Source: an optimization exercise on an open RTL-to-GDS flow (aim: small area, a short achievable clock period and few clock cycles per item). Production flows keep margins and buffers that such runs may drop. RTL that was checked went through simulation tests only; none was proved equivalent to the original. No activity file was given, so power comes from the tool's default toggle rates.

north:
## isd_decode
module isd_decode (
    input  wire         clk,
    input  wire         rst,
    input  wire         start,
    input  wire [5:0]   n_in,
    input  wire [4:0]   k_in,
    input  wire [5:0]   t_in,
    output wire         ready,
    input  wire         row_valid,
    input  wire [32:0]  row_in,       
    input  wire [7:0]   y_in,         
    output wire         row_ready,
    output reg          done,
    output reg  [2:0]   err,
    output reg  [32:0]  m_out
);
    localparam NMAX = 32;
    localparam KW   = 13;                      
    localparam LW   = 6;                       
    localparam HW   = KW - LW;                 
    localparam PW   = KW + 5;                  
    localparam [2:0] E_NONE     = 3'd0;
    localparam [2:0] E_PRECOND  = 3'd2;
    localparam [2:0] E_RANGE    = 3'd3;
    localparam [2:0] E_SENTINEL = 3'd5;
    reg st_idle, st_load, st_flush, st_rank;
    reg st_clr;                                
    reg rdy_q, rrdy_q;
    reg [5:0] n_r;
    reg [4:0] k_r;
    reg [5:0] t_r;
    reg [4:0] rem;                             
    reg       rem1;                            
    reg       bad_r;                           
    reg          v_r;
    reg [32:0]   row_r;
    reg [7:0]    y_g;
    reg [5:0]    t_g;
    reg [8:0]    mx_g;                         
    reg  [LW-1:0] key_lo [0:NMAX-1];
    reg  [HW-1:0] key_hi [0:NMAX-1];
    reg  [NMAX-1:0] key_cy;                    
    wire [KW-1:0] key_sum [0:NMAX-1];
    wire [NMAX-1:0] lo_cy;
    reg  [KW-1:0] bound;                       
    reg [NMAX-1:0] act;                        
    reg [5:0]      need;
    reg [4:0]      cnt_l, cnt_h;               
    reg [4:0]      pos;                        
    reg [NMAX-1:0] kb;                         
    reg [NMAX-1:0] kbn;                        
    assign ready     = rdy_q;
    assign row_ready = rrdy_q;
    wire take = st_load && row_valid;          
    wire [2:0] code = (t_r > n_r)                   ? E_PRECOND :
                      (n_r > NMAX || k_r > 5'd16)   ? E_RANGE   :
                                                      E_NONE;
  ...
Size in the first run: roughly 39000 um2 of cells after synthesis.
export LEC_CHECK = 0
export CAP_MARGIN = 20
export CORE_MARGIN = 2
export CORE_UTILIZATION = 60
export CTS_CLUSTER_DIAMETER = 100
export CTS_CLUSTER_SIZE = 20
export SLEW_MARGIN = 20
create_clock -name core_clock -period 15.0 [get_ports {clk}]
standard.sh (not shown) runs the stock make flow with config.mk's settings and CLKGATE_MAP_FILE= SYNTH_SCRIPT=/design/flow/synth_recipe.tcl, a recipe that flattens the netlist after the stock synthesis.
==> flow/flow/run.sh <==
#!/bin/bash
# Layout flow: the standard flow (standard.sh, unchanged), with the port
# buffers that buffer_ports inserts made of sky130_fd_sc_hd__buf_2 cells
# instead of the cell it picks by default. The whole output of the flow goes
# to flow_stdout.log; each ORFS step keeps its own log under orfs/logs/.
set -euo pipefail
export BUFFER_PORTS_ARGS="-buffer_cell sky130_fd_sc_hd__buf_2"
bash standard.sh > flow_stdout.log 2>&1
--- input diff north..south ---
--- a/flow/design.v
+++ b/flow/design.v
@@ -20,21 +20,21 @@
     localparam HW   = KW - LW;                 
     localparam PW   = KW + 5;                  
     localparam [2:0] E_NONE     = 3'd0;
     localparam [2:0] E_PRECOND  = 3'd2;
     localparam [2:0] E_RANGE    = 3'd3;
     localparam [2:0] E_SENTINEL = 3'd5;
     reg st_idle, st_load, st_flush, st_rank;
     reg st_clr;                                
     reg rdy_q, rrdy_q;
     reg [5:0] n_r;
-    reg [4:0] k_r;
+    reg       k_big;                           
     reg [5:0] t_r;
     reg [4:0] rem;                             
     reg       rem1;                            
     reg       bad_r;                           
     reg          v_r;
     reg [32:0]   row_r;
     reg [7:0]    y_g;
     reg [5:0]    t_g;
     reg [8:0]    mx_g;                         
     reg  [LW-1:0] key_lo [0:NMAX-1];
@@ -46,21 +46,21 @@
     reg [NMAX-1:0] act;                        
     reg [5:0]      need;
     reg [4:0]      cnt_l, cnt_h;               
     reg [4:0]      pos;                        
     reg [NMAX-1:0] kb;                         
     reg [NMAX-1:0] kbn;                        
     assign ready     = rdy_q;
     assign row_ready = rrdy_q;
     wire take = st_load && row_valid;          
     wire [2:0] code = (t_r > n_r)                   ? E_PRECOND :
-                      (n_r > NMAX || k_r > 5'd16)   ? E_RANGE   :
+                      (n_r > NMAX || k_big)   ? E_RANGE   :
                                                       E_NONE;
     reg row_bad;
     integer b;
     always @(*) begin
         row_bad = 1'b0;
         for (b = 0; b <= NMAX; b = b + 1) begin
             if (b == n_r && !row_r[b])
                 row_bad = 1'b1;
             if (b > n_r && row_r[b])
                 row_bad = 1'b1;
@@ -97,21 +97,24 @@
         pos0 = 5'd4;
         for (q = 0; q < KW; q = q + 1)
             if (bound_nx[q])
                 pos0 = q + 5;
     end
     reg [NMAX-1:0] kbit_nx;
     integer c, p;
     always @(*) begin
         for (c = 0; c < NMAX; c = c + 1) begin
             kbit_nx[c] = 1'b0;
-            for (p = 0; p < KW; p = p + 1)
+            for (p = 0; p < LW; p = p + 1)
+                if (pos == p + 5)
+                    kbit_nx[c] = key_lo[c][p];
+            for (p = LW; p < KW; p = p + 1)
                 if (pos == p + 5)
                     kbit_nx[c] = key_sum[c][p];
             for (p = 0; p < 5; p = p + 1)
                 if (pos == p)
                     kbit_nx[c] = ~c[p];
         end
     end
     wire [6:0] diff   = {1'b0, need} - {2'b0, cnt_l} - {2'b0, cnt_h};
     wire       d_eq   = (diff == 7'd0);
     wire       d_more = diff[6];               
@@ -421,58 +424,60 @@
     always @(*) begin
         for (mi = 0; mi < NMAX; mi = mi + 1)
             below_n[mi] = (mi < n_r);
         for (mi = 0; mi <= NMAX; mi = mi + 1)
             at_n[mi] = (mi == n_r);
     end
     wire fin_flush = st_flush && (fault || t_r == 6'd0 || t_r == n_r);
     wire fin_rank  = st_rank && d_eq;
     wire nx_idle   = (st_idle && !start) || fin_flush || fin_rank;
     wire nx_load   = (st_idle && start && k_in != 5'd0) || (st_load && !(row_valid && rem1));
+    wire nx_flush  = (st_idle && start && k_in == 5'd0) || (take && rem1);
+    wire nx_rank   = (st_flush && !fin_flush) || (st_rank && !d_eq);
     always @(posedge clk) begin
         if (rst) begin
             st_idle  <= 1'b1;
             rdy_q    <= 1'b1;
             st_load  <= 1'b0;
             rrdy_q   <= 1'b0;
             st_flush <= 1'b0;
             st_rank  <= 1'b0;
             st_clr   <= 1'b0;
             done     <= 1'b0;
             v_r      <= 1'b0;
         end else begin
             st_idle  <= nx_idle;
-            rdy_q    <= nx_idle;
+            rdy_q    <= nx_idle || nx_rank;
             st_load  <= nx_load;
-            rrdy_q   <= nx_load;
-            st_flush <= (st_idle && start && k_in == 5'd0) || (take && rem1);
-            st_rank  <= (st_flush && !fin_flush) || (st_rank && !d_eq);
+            rrdy_q   <= nx_load || nx_flush;
+            st_flush <= nx_flush;
+            st_rank  <= nx_rank;
             st_clr   <= st_idle && start;
             done     <= fin_flush || fin_rank;
             v_r      <= take;
         end
     end
     integer j;
     always @(posedge clk) begin
         row_r <= row_in;
         y_g   <= take ? y_in : 8'd0;
         t_g   <= take ? t_r  : 6'd0;
         mx_g  <= !take ? 9'd0 : ({y_in, 1'b0} > {3'd0, t_r}) ? {y_in, 1'b0} : {3'd0, t_r};
         for (j = 0; j < NMAX; j = j + 1) begin
             key_lo[j] <= st_clr ? {LW{1'b0}} : key_sum[j][LW-1:0];
             key_hi[j] <= st_clr ? {HW{1'b0}} : key_sum[j][KW-1:LW];
         end
         key_cy <= st_clr ? {NMAX{1'b0}} : lo_cy;
         bound  <= st_clr ? {KW{1'b0}} : bound_nx;
         if (st_idle && start) begin
             n_r   <= n_in;
-            k_r   <= k_in;
+            k_big <= (k_in > 5'd16);
             t_r   <= t_in;
             rem   <= k_in;
             rem1  <= (k_in == 5'd1);
             bad_r <= 1'b0;
         end else begin
             if (take) begin
                 rem  <= rem - 5'd1;
                 rem1 <= (rem == 5'd2);
             end
             if (v_r && row_bad)
### Flow results
south finished every step from synthesis to the final layout, and the layout passed the timing, design-rule and antenna checks. On final weighted congestion in routability-driven placement, the lower figure sits with north, not south. Relative to north, part of the power in the clock network has gone up in south. Cmp south vs north: transition time at the pin with the least slew margin lower in south. Total power: south below north. Non-clock buffer count (south vs. north) decreases by a little under 10%. Compared with north, south has extra setup slack. Compared with north, south shows number of cells produced by synthesis that has gone down slightly. On flip-flop and latch count, south and north are neck and neck.
Testbench counts of south, summed over its fixed seeds: cycles 17,340, items 960.
No functional check of the RTL was part of north.

==> static timing again, ports no longer ideal <==
In the flow no input, the clock included, has a driving cell. The finished layouts below were timed again as built, in two steps.
Step 1 sets driving cells, clkbuf_16 on the clock port and buf_2 on the other inputs (assumed; they add their load-dependent delay and slew).
Step 2, shift: input delay + t, output delay - t, t = (earliest + latest rising clock arrival at the registers) / 2. This alone moves slack from input paths to output paths.
Three values: ideal, step 1, step 2; two values: the first two.
run	t, ns	setup slack, ns	worst hold slack (ns)	slew at the worst register clock pin (ns)	worst slew at a driven data input, ns
north	0.672	10.339 / 10.339 / 10.058	0.486 / 0.486 / 0.486	0.09 / 0.09	0.10
south	0.673	10.550 / 10.550 / 9.984	0.480 / 0.480 / 0.480	0.09 / 0.09	0.08
After both steps setup and hold are still met in every run listed. The setup slack of south, which loses most, moves by 0.000 ns with the drivers and by -0.566 ns with both steps.
